This is an optimization exercise on Yosys and OpenROAD, whose aim is small area, not a production implementation. The RTL was checked by simulation tests, not by an equivalence proof against the original design. Power and IR drop assume default switching activity.

main:
// tbacc
module tbacc (
    input  wire         clk,
    input  wire         rst,
    input  wire         cmd_valid,
    output wire         cmd_ready,
    input  wire [7:0]   cmd_op,
    input  wire [63:0]  cmd_a,
    input  wire [63:0]  cmd_b,
    output wire         rsp_valid,
    output wire [7:0]   rsp_status,
    output wire [63:0]  rsp_data,
    output wire         mem_req,
    output wire         mem_wide,
    output wire [31:0]  mem_addr,
    input  wire         mem_ack,
    input  wire [63:0]  mem_rdata,
    input  wire         mem_err,
    output wire [63:0]  value_o,
    output wire [15:0]  status_o
);
    localparam [63:0] K0 = 64'h736f6d6570736575;
    localparam [63:0] K1 = 64'h646f72616e646f6d;
    localparam [63:0] K2 = 64'h6c7967656e657261;
    localparam [63:0] K3 = 64'h7465646279746573;
    localparam [3:0] S_IDLE   = 4'd0,
                     S_PREP   = 4'd1,
                     S_RESP   = 4'd2,
                     S_VCLR   = 4'd3,
                     S_APP    = 4'd4,
                     S_VPASS  = 4'd5,
                     S_ROUND  = 4'd6,
                     S_DIGEST = 4'd7,
                     S_WZERO  = 4'd8,
                     S_GSEL   = 4'd9,
                     S_RSUB   = 4'd10,
                     S_RDREQ  = 4'd12,
                     S_CW     = 4'd13,
                     S_CINC   = 4'd14;
    reg [3:0]  st;
    reg [4:0]  ph;
    reg [3:0]  t4;          
    reg [63:0] v0, v1, v2, v3;
    reg [63:0] val;
    reg [63:0] w;
  ...
clock: 12.5 ns
lec_check: 0
abc_area: 1
cap_margin: 20
core_margin: 2
core_utilization: 65
place_density: 0.8
slew_margin: 20
standard.sh (not shown) runs the stock make flow with config.mk's settings and CLKGATE_MAP_FILE= SYNTH_SCRIPT=/design/flow/synth_recipe.tcl, a recipe that flattens the netlist after the stock synthesis.
==> flow/flow/run.sh <==
#!/bin/bash
# Standard ORFS layout, with three changes that only affect area:
#  - the combinational logic of the standard synthesis is re-mapped for area
#    (flow/remap.tcl; flip-flops, their cells and names are kept),
#  - ports get the smallest buffer (buf_1),
#  - the clock tree uses clkbuf_4 without dummy loads.
set -euo pipefail
export BUFFER_PORTS_ARGS="-buffer_cell sky130_fd_sc_hd__buf_1"
export CTS_ARGS="-sink_clustering_enable -repair_clock_nets -dont_use_dummy_load -buf_list sky130_fd_sc_hd__clkbuf_4 -sink_clustering_size 10 -sink_clustering_max_diameter 60"
RES="$PWD/orfs/results/$FLOW_PLATFORM/tbacc/base"
bash standard.sh synth > synth.log 2>&1
cp "$RES/1_2_yosys.v" 1_2_yosys.standard.v
REMAP_LIB="$FLOW_HOME/platforms/$FLOW_PLATFORM/lib/sky130_fd_sc_hd__tt_025C_1v80.lib" \
REMAP_ABC="$PWD/flow/area.abc" REMAP_NET="$RES/1_2_yosys.v" yosys -c flow/remap.tcl > remap.log 2>&1
rm -f "$RES/1_synth.odb"
bash standard.sh > standard.log 2>&1
==> flow/flow/area.abc <==
strash
&get -n
&deepsyn -T 90
&put
dch
amap -A 10 -F 2
topo
==> flow/flow/remap.tcl <==
# Re-map the combinational logic of the standard synthesis for area.
# The flip-flops (their cells and instance names) are kept as they are.
set lib $::env(REMAP_LIB)
set net $::env(REMAP_NET)
yosys read_verilog $net
yosys read_liberty -ignore_miss_func $lib
yosys hierarchy -top tbacc
set ffs [list]
foreach c [split [string trim [exec grep -o {sky130_fd_sc_hd__[a-z0-9_]*} $net | sort -u]] "\n"] {
  if {[regexp {__(df|edf|sdf|dl)} $c]} { lappend ffs $c }
}
yosys setattr -mod -set blackbox 1 {*}$ffs
yosys flatten
yosys rename -hide w:*.*
yosys opt_clean
yosys opt -full
yosys abc -script $::env(REMAP_ABC) -liberty $lib -dont_use *lpflow* -dont_use *probe*
yosys opt_clean -purge
yosys hilomap -singleton -hicell sky130_fd_sc_hd__conb_1 HI -locell sky130_fd_sc_hd__conb_1 LO
yosys insbuf -buf sky130_fd_sc_hd__buf_1 A X
yosys splitnets
yosys opt_clean -purge
yosys read_liberty -lib $lib
yosys tee -o remap_stat.txt stat -liberty $lib
yosys check -assert -mapped
yosys write_verilog -noattr -nohex -nodec $net
For the feature branch, these inputs were changed with respect to main:
-- flow/design.v --
<<< main, line 60
    reg        bi;          
    reg [1:0]  hx;          
    reg [1:0]  h3a, h3b;    
    wire at31 = (ph == 5'd31);
    wire at15 = (t4 == 4'd15);
>>> the feature branch, line 60
    reg        bi;          
    reg [1:0]  hx;          
    reg [1:0]  h3a, h3b, h3c;
    reg        h3d;         
    wire at31 = (ph == 5'd31);
    wire at15 = (t4 == 4'd15);
<<< main, line 78
         q3 = (q == 3'd3), q4 = (q == 3'd4);
    wire ph0 = (ph == 5'd0);
    wire ph_ge2  = (ph >= 5'd2);
    wire ph_ge17 = (ph >= 5'd17);
    wire rA = in_round & q0;                                    
    wire rB = in_round & ((q0 & !ph0) | (q1 & ph0));            
    wire rC = in_round & ((q1 & !ph0) | (q2 & ph0));            
    wire rD = in_round & ((q1 & ph_ge2) | (q2 & !ph_ge2));      
    wire rE = in_round & ((q2 & !ph0) | (q3 & ph0));            
    wire rF = in_round & ((q2 & ph_ge17) | (q3 & !ph_ge17));    
>>> the feature branch, line 79
         q3 = (q == 3'd3), q4 = (q == 3'd4);
    wire ph0 = (ph == 5'd0);
    wire ph_ge4  = (ph >= 5'd4);
    wire ph_ge17 = (ph >= 5'd17);
    wire rA = in_round & q0;                                    
    wire rB = in_round & ((q0 & !ph0) | (q1 & ph0));            
    wire rC = in_round & ((q1 & !ph0) | (q2 & ph0));            
    wire rD = in_round & ((q1 & ph_ge4) | (q2 & !ph_ge4));      
    wire rE = in_round & ((q2 & !ph0) | (q3 & ph0));            
    wire rF = in_round & ((q2 & ph_ge17) | (q3 & !ph_ge17));    
<<< main, line 122
    wire [1:0] ma = (rA & m_en) ? mdig : 2'b00;
    wire [1:0] a0 = rB ? hx : v0[1:0];
    wire [1:0] b0 = rB ? v1[63:62] : v3[18:17];
    wire       c0i = ((q0 & (ph == 5'd1)) | (q2 & (ph == 5'd17))) ? 1'b0 : c0;
    wire [2:0] s0 = {1'b0, a0} + {1'b0, b0} + {2'b00, c0i};
>>> the feature branch, line 123
    wire [1:0] ma = (rA & m_en) ? mdig : 2'b00;
    wire [1:0] a0 = rB ? hx : v0[1:0];
    wire [1:0] b0 = rB ? v1[63:62] : v3[22:21];
    wire       c0i = ((q0 & (ph == 5'd1)) | (q2 & (ph == 5'd17))) ? 1'b0 : c0;
    wire [2:0] s0 = {1'b0, a0} + {1'b0, b0} + {2'b00, c0i};
<<< main, line 146
    wire [1:0] v3in = init_b ? (sb ^ k3d) :
                      rA ? (v3[1:0] ^ ma) :
                      rD ? ({h3a[0], h3b[1]} ^ v2[14:13]) :
                      rH ? (h3b ^ v0[1:0]) : v3[1:0];
    always @(posedge clk) begin
        v0 <= {v0in, v0[63:2]};
>>> the feature branch, line 147
    wire [1:0] v3in = init_b ? (sb ^ k3d) :
                      rA ? (v3[1:0] ^ ma) :
                      rD ? ({h3c[0], h3d} ^ v2[10:9]) :
                      rH ? (v3[1:0] ^ v0[1:0]) : v3[1:0];
    always @(posedge clk) begin
        v0 <= {v0in, v0[63:2]};
<<< main, line 156
        h3a <= v3[1:0];
        h3b <= h3a;
        c0 <= s0[2];
        c2 <= s2[2];
>>> the feature branch, line 157
        h3a <= v3[1:0];
        h3b <= h3a;
        h3c <= h3b;
        h3d <= h3c[1];
        c0 <= s0[2];
        c2 <= s2[2];
==> comparison <==
The feature branch has completed all stages; timing, DRC and antenna checks passed.
Per the comparison of the feature branch with main, power consumed by the clock network higher, via count of the first global-routing pass lower, worst-case setup margin in the final layout lower.
Sequential power: the feature branch higher than main
Of the feature branch and main, the run reporting the lower flip-flop and latch share of the layout cell area was main.
Via count (higher): main
Register count in the feature branch is higher than in main.
Path type of the worst setup path = flip-flop to flip-flop: the feature branch; path type of the worst setup path = flip-flop to primary output: main
Between the feature branch and main, the difference in global-route usage is negligible.
For the number of standard cells in the final layout excluding fillers, the feature branch came in 12 lower than main did.
On final design instance area without fill, the feature branch tracks main almost exactly.
Summary of the feature branch over main: number of placed cells counting well taps lost 17; part of the total power dissipated in the clock network went down by 7.3 points; wire length -0.65%.
Between the feature branch and main, the cell area after technology mapping figures differ only marginally.

[afterwards: timing with drivers on the ports]
The results above use ideal ports. As a check the final layouts listed here were re-extracted and re-timed, cells and wires unchanged.
Step 1 assumes that a clkbuf_16 drives the clock port and a buf_2 every other input.
Step 2, shift: input delay + t, output delay - t, t = (earliest + latest rising clock arrival at the registers) / 2. This alone moves slack from input paths to output paths.
Three values: ideal ports, drivers, drivers and shift; two values: the first two.
| run | t (ns) | setup WS [ns] | worst setup path at the end | slew at the worst register clock pin (ns) | worst slew at a driven data input, ns |
|---|---|---|---|---|---|
| main | 0.744 | 6.882 / 6.840 / 6.731 | input to register | 0.12 / 0.12 | 0.10 |
| the feature branch | 0.740 | 6.648 / 6.648 / 6.648 | register to register | 0.11 / 0.11 | 0.16 |
After both steps every run listed still meets setup and hold. The setup slack of main, which loses most, moves by -0.042 ns with the drivers and by -0.151 ns with both steps.
